What follows belongs to an exercise in optimizing a design on an open flow for small area, a short achievable clock period and few clock cycles per item; a production flow would make more cautious choices. Function was checked by simulation only, so behaviour that the tests miss may differ from the original. Power figures rest on the tool's default switching activity, not on a simulated workload.

Setup of the previous run:
## block_relay
module block_relay (
    input             clk,
    input             rst,
    input             rx_valid,
    input      [7:0]  rx_data,
    output reg        rx_ready,
    output reg        tx_valid,
    output reg [7:0]  tx_data,
    input             tx_ready,
    input             dev_ev_valid,
    input             dev_ev_mount,    
    input      [31:0] dev_ev_bs,       
    output reg        blk_req_valid,
    output reg [31:0] blk_req_lba,
    input             blk_wr_en,
    input      [8:0]  blk_wr_addr,
    input      [7:0]  blk_wr_data,
    input             blk_done,
    output reg        fault_wr_idle,
    output reg        fault_done_idle
);
For scale: about 4400 flip-flops, ~110 I/O pins.
==> flow/config.mk <==
export PLATFORM = sky130hd
export DESIGN_NAME = block_relay
export DESIGN_NICKNAME = block_relay
export VERILOG_FILES = /design/flow/design.v
export SDC_FILE = /design/flow/constraint.sdc
export NUM_CORES = 4
export LEC_CHECK = 0
export CAP_MARGIN = 20
export CELL_PAD_IN_SITES_GLOBAL_PLACEMENT = 1
export CORE_MARGIN = 2
export CORE_UTILIZATION = 40
export CTS_CLUSTER_DIAMETER = 90
export CTS_CLUSTER_SIZE = 26
export PLACE_DENSITY = 0.56
export SLEW_MARGIN = 20
==> flow/constraint.sdc <==
create_clock -name core_clock -period 10.0 [get_ports {clk}]
set_input_delay 2.0000 -clock core_clock [delete_from_list [all_inputs] [get_ports {clk}]]
set_output_delay 2.0000 -clock core_clock [all_outputs]
set_load 0.01 [all_outputs]
standard.sh (not shown) runs the stock make flow with config.mk's settings and CLKGATE_MAP_FILE= SYNTH_SCRIPT=/design/flow/synth_recipe.tcl, a recipe that flattens the netlist after the stock synthesis.
==> flow/flow/run.sh <==
#!/bin/bash
# Own layout flow: the standard ORFS flow (standard.sh) with two changes to how
# the layout is made:
#  * the port buffers that buffer_ports inserts are sky130_fd_sc_hd__buf_4 cells
#    instead of the tool's default pick (a slow clkdlybuf4s50 delay cell);
#  * timing repair aims at a setup margin below the design's clock period, so
#    the resizer also works on paths that already meet the 10 ns clock.
# The clock period, constraints, synthesis and everything else are the standard flow's.
set -euo pipefail
export BUFFER_PORTS_ARGS="-buffer_cell sky130_fd_sc_hd__buf_4"
bash standard.sh SETUP_SLACK_MARGIN=6.7 finish > standard_flow.log 2>&1
Testbench counts of the previous run, summed over its fixed seeds: cycles 32,680, requests 32.
diff inputs: the previous run => the current run
--- a/flow/config.mk
+++ b/flow/config.mk
@@ -13,3 +13,3 @@
 export CTS_CLUSTER_SIZE = 26
-export PLACE_DENSITY = 0.56
+export PLACE_DENSITY = 0.5
 export SLEW_MARGIN = 20
Findings:
- Of the previous run and the current run, the lower final design utilization belongs to the previous run.
- The current run -> the previous run: synthesized flop and latch total delta 0, exact match
- From the previous run to the current run the numbers moved as follows: non-clock buffer count decreased by 3 relative to the old numbers, maximum frequency decreased by 0.71% relative to the old numbers, gate count after technology mapping closely matched the old numbers.
- The current run does worse than the previous run on power.
- Diff the previous run -> the current run: final cell count comparable; switching share of total power now larger; maximum net fanout on the critical path now larger.

* * *

Starting RTL as in the previous note.
// block_relay
module block_relay (
    input             clk,
    input             rst,
    input             rx_valid,
    input      [7:0]  rx_data,
    output reg        rx_ready,
    output reg        tx_valid,
    output reg [7:0]  tx_data,
    input             tx_ready,
    input             dev_ev_valid,
    input             dev_ev_mount,    
    input      [31:0] dev_ev_bs,       
    output reg        blk_req_valid,
    output reg [31:0] blk_req_lba,
    input             blk_wr_en,
    input      [8:0]  blk_wr_addr,
    input      [7:0]  blk_wr_data,
    input             blk_done,
    output reg        fault_wr_idle,
    output reg        fault_done_idle
);
    localparam [31:0] PART_OFFSET = 32'd63;
    localparam [31:0] BLOCK_SIZE  = 32'd512;
    localparam [1:0] P_HEAD  = 2'd0,
                     P_MAGIC = 2'd1,
                     P_REQ   = 2'd2;
    function [15:0] crc16_update;
        input [15:0] c;
        input [7:0]  b;
        integer k;
        reg [15:0] r;
        begin
            r = c ^ {b, 8'h00};
            for (k = 0; k < 8; k = k + 1)
                r = r[15] ? ((r << 1) ^ 16'h1021) : (r << 1);
  ...
==> flow/config.mk <==
export PLATFORM = sky130hd
export DESIGN_NAME = block_relay
export DESIGN_NICKNAME = block_relay
export VERILOG_FILES = /design/flow/design.v
export SDC_FILE = /design/flow/constraint.sdc
export NUM_CORES = 4
export LEC_CHECK = 0
export CAP_MARGIN = 20
export CELL_PAD_IN_SITES_GLOBAL_PLACEMENT = 1
export CORE_MARGIN = 2
export CORE_UTILIZATION = 40
export CTS_CLUSTER_DIAMETER = 90
export CTS_CLUSTER_SIZE = 26
export PLACE_DENSITY = 0.5
export SLEW_MARGIN = 20
==> flow/constraint.sdc <==
create_clock -name core_clock -period 10.0 [get_ports {clk}]
set_input_delay 2.0000 -clock core_clock [delete_from_list [all_inputs] [get_ports {clk}]]
set_output_delay 2.0000 -clock core_clock [all_outputs]
set_load 0.01 [all_outputs]
==> flow/flow/run.sh <==
#!/bin/bash
# Own layout flow: the standard ORFS flow (standard.sh) with two changes to how
# the layout is made:
#  * the port buffers that buffer_ports inserts are sky130_fd_sc_hd__buf_4 cells
#    instead of the tool's default pick (a slow clkdlybuf4s50 delay cell);
#  * timing repair aims at a setup margin below the design's clock period, so
#    the resizer also works on paths that already meet the 10 ns clock.
# The clock period, constraints, synthesis and everything else are the standard flow's.
set -euo pipefail
export BUFFER_PORTS_ARGS="-buffer_cell sky130_fd_sc_hd__buf_4"
bash standard.sh SETUP_SLACK_MARGIN=7.2 finish > standard_flow.log 2>&1
The baseline ran to the end with no violations.
Testbench counts at the start, summed over its fixed seeds: cycles 32,680, requests 32.
Rerun with:
--- a/flow/flow/run.sh
+++ b/flow/flow/run.sh
@@ -10,2 +10,2 @@
 export BUFFER_PORTS_ARGS="-buffer_cell sky130_fd_sc_hd__buf_4"
-bash standard.sh SETUP_SLACK_MARGIN=7.2 finish > standard_flow.log 2>&1
+bash standard.sh SETUP_SLACK_MARGIN=7.0 finish > standard_flow.log 2>&1
PLACE_DENSITY = 0.56   (was 0.5)
=> The new run finished clean; worst setup slack gets better by 0.036 ns; die area stays the same; wire length went down by 8.2%; design area went down by 1.2%; combinational power went down by 5.4%.
Rerun with:
--- a/flow/flow/run.sh
+++ b/flow/flow/run.sh
@@ -10,2 +10,2 @@
 export BUFFER_PORTS_ARGS="-buffer_cell sky130_fd_sc_hd__buf_4"
-bash standard.sh SETUP_SLACK_MARGIN=7.0 finish > standard_flow.log 2>&1
+bash standard.sh SETUP_SLACK_MARGIN=6.7 finish > standard_flow.log 2>&1
PLACE_DENSITY = 0.62   (was 0.56)
Result: Non-clock buffer count decreases by 18. Design area decreases by 0.43%. Routed wire length decreases by 4.0%. Synthesized cell count stays the same. Power decreases by 0.55%. Flip-flop and latch count stays the same. Clock power decreases by about 2%. Area after synthesis stays the same. Global-route usage decreases by 1.5 points. Setup slack got worse by 0.022 ns.

[afterwards: timing with drivers on the ports]
How much do the figures lean on ideal ports? The routed layouts below were timed once more, with nothing changed but the port constraints.
Step 1 sets driving cells, clkbuf_16 on the clock port and buf_2 on the other inputs (assumed; they add their load-dependent delay and slew).
Step 2 moves the port delays by t, midway between the first and last clock arrival at a register: inputs arrive t later, outputs are due t later. That takes back most of the time a late clock gives input paths.
a / b / c = ideal ports / drivers / drivers and shift; a / b = the first two.
| run | t (ns) | setup WS [ns] | hold slack, ns | cell pins on the clock port's net |
|---|---|---|---|---|
| the previous run | 1.081 | 6.567 / 6.460 / 6.089 | 0.424 / 0.424 / 0.424 | 1 |
| the current run | 1.082 | 6.542 / 6.459 / 5.880 | 0.433 / 0.433 / 0.433 | 1 |
| the first run of note 2 | 1.093 | 6.533 / 6.423 / 6.429 | 0.425 / 0.425 / 0.425 | 1 |
| the second run of note 2 | 1.070 | 6.569 / 6.463 / 6.136 | 0.425 / 0.425 / 0.425 | 1 |
| the third run of note 2 | 1.075 | 6.546 / 6.434 / 6.023 | 0.422 / 0.422 / 0.422 | 1 |
After both steps setup and hold are still met in every run listed. The setup slack of the current run, which loses most, moves by -0.083 ns with the drivers and by -0.662 ns with both steps.
